What follows belongs to an exercise in optimizing a design on an open flow for small area, a short achievable clock period and few clock cycles per item; a production flow would make more cautious choices.
The RTL was checked by simulation tests, not by an equivalence proof against the original design.

**flow/design.v**
```verilog
module icu_fwd (
    input  wire [7:0] r,
    input  wire [7:0] g,
    input  wire [7:0] b,
    output wire [7:0] y,
    output wire [7:0] cb,
    output wire [7:0] cr
);
    wire [17:0] ny  = 18'd16000  + 18'd257 * r + 18'd504 * g + 18'd98 * b;
    wire [17:0] ncb = 18'd128000 - 18'd148 * r - 18'd291 * g + 18'd439 * b;
    wire [17:0] ncr = 18'd128000 + 18'd439 * r - 18'd368 * g - 18'd71 * b;
    wire [17:0] qy  = ny  / 18'd1000;
    wire [17:0] qcb = ncb / 18'd1000;
    wire [17:0] qcr = ncr / 18'd1000;
    assign y  = qy[7:0];
    assign cb = qcb[7:0];
    assign cr = qcr[7:0];
endmodule
module icu_clip1000 (
    input  wire signed [21:0] n,
    output wire        [7:0]  q
);
    wire [21:0] quo = $unsigned(n) / 22'd1000;
    assign q = n[21]          ? 8'd0   :
               (quo > 22'd255) ? 8'd255 : quo[7:0];
endmodule
module icu_inv (
    input  wire [7:0] y,
    input  wire [7:0] cb,
    input  wire [7:0] cr,
    output wire [7:0] r,
    output wire [7:0] g,
    output wire [7:0] b
);
    wire signed [21:0] dy  = $signed({14'd0, y})  - 22'sd16;
    wire signed [21:0] dcb = $signed({14'd0, cb}) - 22'sd128;
    wire signed [21:0] dcr = $signed({14'd0, cr}) - 22'sd128;
    wire signed [21:0] nr = 22'sd1164 * dy + 22'sd1596 * dcr;
    wire signed [21:0] ng = 22'sd1164 * dy - 22'sd392 * dcb - 22'sd813 * dcr;
    wire signed [21:0] nb = 22'sd1164 * dy + 22'sd2017 * dcb;
    icu_clip1000 u_cr (.n(nr), .q(r));
    icu_clip1000 u_cg (.n(ng), .q(g));
    icu_clip1000 u_cb (.n(nb), .q(b));
endmodule
module icu_norm (
    input  wire [19:0] n,
    output wire [7:0]  q
);
    wire [19:0] quo = n / 20'd2178;
    assign q = (quo > 20'd255) ? 8'd255 : quo[7:0];
endmodule
module icu_quant (
    input  wire        clk,
    input  wire        rst,
    input  wire        in_valid,
    output wire        in_ready,
    input  wire [23:0] in_rgb,
    output reg         out_valid,
    input  wire        out_ready,
    output reg  [23:0] out_lo,
    output reg  [23:0] out_hi,
    output reg  [7:0]  out_avg
);
    localparam [2:0] S_LOAD = 3'd0,
                     S_PROC = 3'd1,
                     S_QDIV = 3'd2,
                     S_CONV = 3'd3,
                     S_OUT  = 3'd4;
    reg [2:0] state;
    reg [3:0] cnt;
    reg [23:0] smp [0:15];
    reg [7:0]  bri [0:15];
    reg [19:0] lo_y, lo_cb, lo_cr;
    reg [19:0] hi_y, hi_cb, hi_cr;
    reg [11:0] bsum;
    reg [7:0]  qlo_y, qlo_cb, qlo_cr;
    reg [7:0]  qhi_y, qhi_cb, qhi_cr;
    assign in_ready = (state == S_LOAD);
    wire [7:0] in_y, in_cb_unused, in_cr_unused;
    icu_fwd u_fwd_in (
        .r(in_rgb[23:16]), .g(in_rgb[15:8]), .b(in_rgb[7:0]),
        .y(in_y), .cb(in_cb_unused), .cr(in_cr_unused)
    );
    wire [23:0] cur_rgb = smp[cnt];
    wire [7:0]  cur_b   = bri[cnt];
    reg [4:0] rank;
    integer j;
    always @(*) begin
        rank = 5'd0;
        for (j = 0; j < 16; j = j + 1)
            if ((bri[j] < cur_b) || (bri[j] == cur_b && j < cnt))
                rank = rank + 5'd1;
    end
    wire       is_hi = rank[3];
    wire [2:0] widx  = is_hi ? (3'd7 - rank[2:0]) : rank[2:0];
    reg [9:0] weight;
    always @(*) begin
        case (widx)
            3'd0: weight = 10'd840;
            3'd1: weight = 10'd420;
            3'd2: weight = 10'd280;
            3'd3: weight = 10'd210;
            3'd4: weight = 10'd168;
            3'd5: weight = 10'd140;
            3'd6: weight = 10'd120;
            default: weight = 10'd105;
        endcase
    end
    wire [7:0] cur_y, cur_cb, cur_cr;
    icu_fwd u_fwd_cur (
        .r(cur_rgb[23:16]), .g(cur_rgb[15:8]), .b(cur_rgb[7:0]),
        .y(cur_y), .cb(cur_cb), .cr(cur_cr)
    );
    wire [19:0] wy  = weight * cur_y;
    wire [19:0] wcb = weight * cur_cb;
    wire [19:0] wcr = weight * cur_cr;
    wire [7:0] nlo_y, nlo_cb, nlo_cr, nhi_y, nhi_cb, nhi_cr;
    icu_norm u_n0 (.n(lo_y),  .q(nlo_y));
    icu_norm u_n1 (.n(lo_cb), .q(nlo_cb));
    icu_norm u_n2 (.n(lo_cr), .q(nlo_cr));
    icu_norm u_n3 (.n(hi_y),  .q(nhi_y));
    icu_norm u_n4 (.n(hi_cb), .q(nhi_cb));
    icu_norm u_n5 (.n(hi_cr), .q(nhi_cr));
    wire [7:0] lo_r, lo_g, lo_b, hi_r, hi_g, hi_b;
    icu_inv u_inv_lo (.y(qlo_y), .cb(qlo_cb), .cr(qlo_cr), .r(lo_r), .g(lo_g), .b(lo_b));
    icu_inv u_inv_hi (.y(qhi_y), .cb(qhi_cb), .cr(qhi_cr), .r(hi_r), .g(hi_g), .b(hi_b));
    always @(posedge clk) begin
        if (rst) begin
            state     <= S_LOAD;
            cnt       <= 4'd0;
            out_valid <= 1'b0;
        end else begin
            case (state)
                S_LOAD: if (in_valid) begin
                    smp[cnt] <= in_rgb;
                    bri[cnt] <= in_y;
                    cnt      <= cnt + 4'd1;
                    if (cnt == 4'd15) begin
                        state <= S_PROC;
                        lo_y  <= 20'd0; lo_cb <= 20'd0; lo_cr <= 20'd0;
                        hi_y  <= 20'd0; hi_cb <= 20'd0; hi_cr <= 20'd0;
                        bsum  <= 12'd0;
                    end
                end
                S_PROC: begin
                    bsum <= bsum + {4'd0, cur_b};
                    if (is_hi) begin
                        hi_y  <= hi_y  + wy;
                        hi_cb <= hi_cb + wcb;
                        hi_cr <= hi_cr + wcr;
                    end else begin
                        lo_y  <= lo_y  + wy;
                        lo_cb <= lo_cb + wcb;
                        lo_cr <= lo_cr + wcr;
                    end
                    cnt <= cnt + 4'd1;
                    if (cnt == 4'd15)
                        state <= S_QDIV;
                end
                S_QDIV: begin
                    qlo_y  <= nlo_y;
                    qlo_cb <= nlo_cb;
                    qlo_cr <= nlo_cr;
                    qhi_y  <= nhi_y;
                    qhi_cb <= nhi_cb;
                    qhi_cr <= nhi_cr;
                    state  <= S_CONV;
                end
                S_CONV: begin
                    out_lo    <= {lo_r, lo_g, lo_b};
                    out_hi    <= {hi_r, hi_g, hi_b};
                    out_avg   <= bsum[11:4];
                    out_valid <= 1'b1;
                    state     <= S_OUT;
                end
                default: begin  
                    if (out_ready) begin
                        out_valid <= 1'b0;
                        state     <= S_LOAD;
                    end
                end
            endcase
        end
    end
endmodule
```
**flow/run.sh**
```bash
#!/bin/bash
# synth_recipe.tcl (not shown) runs the flow's synth.tcl, then flattens the netlist and writes it again
# the make line also repeats each setting of config.mk as NAME=value (left out here)
make -C /OpenROAD-flow-scripts/flow DESIGN_CONFIG=/design/flow/config.mk WORK_HOME=/design/flow/orfs CLKGATE_MAP_FILE= SYNTH_SCRIPT=/design/flow/synth_recipe.tcl finish
```
**flow/config.mk**
```make
export PLATFORM = sky130hd
export DESIGN_NAME = icu_quant
export DESIGN_NICKNAME = icu_quant
export VERILOG_FILES = /design/flow/design.v
export SDC_FILE = /design/flow/constraint.sdc
export NUM_CORES = 4
export LEC_CHECK = 0
export CAP_MARGIN = 20
export CORE_MARGIN = 2
export CORE_UTILIZATION = 40
export SLEW_MARGIN = 20
```
**flow/constraint.sdc**
```tcl
create_clock -name core_clock -period 22.0 [get_ports {clk}]
set_input_delay 4.4000 -clock core_clock [delete_from_list [all_inputs] [get_ports {clk}]]
set_output_delay 4.4000 -clock core_clock [all_outputs]
set_load 0.01 [all_outputs]
```
==> results.py <==
metrics = {
    "outcome": {
        "status": "finished clean",
    },
    "logic_synthesis": {
        "synth_edf_count": 748,
        "synthSimpleGateAreaFrac": 0.149,
        "netlist_top_cells_count": "inv_1 (1483), ha_1 (1389), nor2_1 (924)",
        "synthTopCellsByArea": "edfxtp_1 (20%), ha_1 (15%), fa_1 (9.9%)",
        "syn_area_per_cell_um2": 8.91,
        "synth_area_leader_cell": "edfxtp_1",
        "synth.distinct_cells": 152,
        "ys_seq_area_frac": 0.200,
        "yosys.area.top_type_share": 0.198,
        "synthAdderAreaFrac": 0.257,
        "ys_ff_latch": 760,
        "synthCells": 12739,
        "syn_area_um2": 114000,
        "syn_nets": 14718,
        "synth_most_common_cell": "inv_1",
        "ys.flop_type": "edfxtp_1",
        "synth_xor_area_frac": 0.0771,
        "synth_top_family_by_area": "adder cells",
        "synth_compound_area_frac": 0.201,
        "synth.area.mux_share": 0.0549,
        "ys_warn_count": 1,
        "async_flop_share": 0,
    },
    "die": {
        "initial_core_util": 0.402,
        "rows": 195,
        "fp.dieArea_um2": 288000,
        "core_um2": 282000,
        "die_w_um": 537,
        "dieHeight_um": 537,
        "io_pins": 86,
    },
    "clock_tree": {
        "clkSinkCount": 760,
        "path_clk_slew_ns": 0.06,
        "cts_buffers": 97,
        "h-tree-depth": 3,
        "hold_buffers": 0,
        "cts_buffer_depth": 4,
        "root_buffer": "clkbuf_16",
        "clk_latency_ns": 0.83,
        "cts_tree": "yes",
    },
    "sta": {
        "fmax_mhz": 48.9,
        "finalHoldViolCount": 0,
        "slew_headroom": 0.243,
        "slew_violations": 0,
        "post-route-period-util": 0.930,
        "finalSetupViolations": 0,
        "min_period_ns": 20.47,
        "rsz0062_at_grt": "no",
        "finalSetupTns_ns": 0,
        "worst_pin_slew_ns": 1.13,
        "fin_worst_skew_ns": 0.0603,
    },
    "flow_run": {
        "cap_violations": 0,
    },
    "routing": {
        "drt_first_pass_iters": 6,
        "routed_wl_um": 298000,
        "route.detailed.drc": 0,
        "dr.first_iter.drc_count": 6732,
        "wl_met1_um": 141000,
        "top_layer_used": "met5",
        "wl_met2_um": 137000,
        "drt-wirelength-per-cell_um": 18.0,
        "via_per_inst": 5.65,
        "vias": 93445,
        "ant_nets": 0,
        "wl_met3_um": 14400,
    },
    "layout": {
        "fillers": 27685,
        "num-nets-final": 14687,
        "final_area_um2": 122000,
        "seqCellArea_um2": 22700,
        "syn_to_final_growth_pct": 7.49,
        "multi_input_area_um2": 84300,
        "layout-drive-gt1-share": 0.0685,
    },
    "placement": {
        "hpwl_um": 233000,
        "portBuffers": 85,
        "placed_area_um2": 119000,
        "gp_congestion": 0.899,
    },
    "grt": {
        "globalRouteOverflowTotal": 0,
        "grt_max_degree": 62,
        "grt_pass1_wl_um": 477000,
        "grt_pass1_vias": 87960,
        "grt_usage": 0.201,
        "antenna_found_initial": 4,
    },
    "hold_path": {
        "hold_class": "flop to flop",
    },
    "critical_path": {
        "arrival_ns": 21.00,
        "max_stage_delay_ns": 0.66,
        "crit_path_top_delay_cell": "mux4_2",
        "reg2reg_setup_slack_ns": 1.53,
        "critPathLaunchType": "flop",
        "cp.required_ns": 22.53,
        "cp-end-kind": "flop",
        "worst-setup-path-type": "flop to flop",
        "cp_max_fo": 42,
        "path_common_cell": "a21oi_1",
    },
}
## path summary, 6_finish.rpt
check / end / startpoint / cells past startpoint
max: lo_cb[18]$_SDFFCE_PN0P_ / flop / 80
min: out_avg[2]$_DFFE_PP_ / bsum[6]$_SDFFCE_PN0P_ / 0
max reg2reg: lo_cb[18]$_SDFFCE_PN0P_ / flop / 80
min reg2reg: out_avg[2]$_DFFE_PP_ / bsum[6]$_SDFFCE_PN0P_ / 0
## critical path: cells and delay by family (launching register included)
| family | cells | cell delay, ns |
|---|---|---|
| AO/OA/AOI/OAI | 33 | 6.52 |
| XOR/XNOR | 5 | 1.12 |
| adder cells (fa/ha/maj) | 14 | 5.95 |
| buffers and inverters | 12 | 1.87 |
| flip-flops | 1 | 0.45 |
| multiplexers | 5 | 1.99 |
| AND/OR/NAND/NOR | 11 | 2.21 |
## area by class of cell
cell class | instances | area share
Clock buffer | 114 | 0.0208
Antenna cell | 1 | 0.0000205
Tap cell | 3743 | 0.0384
Clock inverter | 59 | 0.00431
Sequential cell | 760 | 0.186
Multi-Input combinational cell | 10171 | 0.690
Timing Repair Buffer | 193 | 0.0142
Inverter | 1485 | 0.0457
## layer usage
layer | vias up | global-route usage
li1 | 46256 | -
met3 | 265 | 0.0216
met4 | 8 | 0.0415
met1 | 44818 | 0.284
met5 | - | 0
met2 | 2098 | 0.332
## metrics by stage
step           hold WS [ns]  setup WS, ns   util  instances
2_1_floorplan         0.433          2.03      -      12739
6_report              0.485          1.53  0.432      16526
5_1_grt               0.499        0.0548  0.432      16526
4_1_cts               0.488         0.439  0.432      16523
3_3_place_gp          0.470          1.14  0.421      16350
3_5_place_dp          0.461         0.510  0.421      16350
## state kept, by name, indices dropped and copies added, names as in the netlist, 12 cells and up, named ones only
register,flops
bri,128
smp,384
hi_cr,20
hi_cb,20
out_lo,24
bsum,12
lo_cr,20
lo_cb,20
hi_y,20
out_hi,24
lo_y,20
## kinds of logic after synthesis
| family | after synthesis |
|---|---|
| AND/OR/NAND/NOR | 3468 |
| AO/OA/AOI/OAI | 3301 |
| XOR/XNOR | 983 |
| flip-flops | 760 |
| multiplexers | 409 |
| adder cells (fa/ha/maj) | 2010 |
| buffers and inverters | 1808 |
## cell usage in the layout (no fill, tap or decap), drive strengths merged, types with 42 or more instances in the layout
cell type | synthesis | routed
a2111oi | 50 | 50
a211o | 45 | 45
a211oi | 121 | 121
a21boi | 60 | 60
a21o | 217 | 217
a21oi | 877 | 877
a31oi | 148 | 148
and2 | 148 | 148
and3 | 99 | 99
buf | 72 | 106
clkbuf | 248 | 116
clkdlybuf4s50 | 0 | 85
edfxtp | 748 | 748
fa | 562 | 562
ha | 1389 | 1389
inv | 1484 | 1491
maj3 | 59 | 59
mux2 | 82 | 82
mux2i | 165 | 165
mux4 | 162 | 162
nand2 | 881 | 881
nand2b | 134 | 134
nand3 | 282 | 282
nand4 | 102 | 102
nor2 | 928 | 928
nor2b | 106 | 106
nor3 | 305 | 305
nor4 | 94 | 94
o2111ai | 42 | 42
o211ai | 125 | 125
o21a | 121 | 121
o21ai | 536 | 536
o21bai | 213 | 213
o22ai | 65 | 65
o31a | 48 | 48
o31ai | 102 | 102
or2 | 120 | 120
or3 | 107 | 107
xnor2 | 742 | 742
xor2 | 236 | 236
## timing repair
item / in CTS / in global routing
endpoints found under the setup margin: 0 / 38
buffers inserted: 0 / 1
resized for setup: 0 / 30
Testbench counts, summed over its fixed seeds: cycles 13,440, items 384.

==> static timing again, ports no longer ideal <==
Ports are ideal in the flow. The routed layout listed here was re-timed in OpenROAD.
Step 1 assumes that a clkbuf_16 drives the clock port and a buf_2 every other input.
Step 2 adds t to the input delays and takes it off the output delays; t is the mean of the earliest and latest rising clock arrival at the registers after step 1. Input paths then give back, and output paths get back, about the clock's delay inside the block.
Three values: ideal ports, drivers, drivers and shift; two values: the first two.
t (ns): 0.897
setup WS [ns]: 1.531 / 1.531 / 1.531
worst setup path after step 2: register to register
latest minus earliest clock arrival (ns): 0.069 / 0.069
worst register clock-pin slew, ns: 0.09 / 0.09
After both steps setup and hold are still met in this run. For this run, drivers alone change the setup slack by 0.000 ns; drivers and shift together by 0.000 ns.
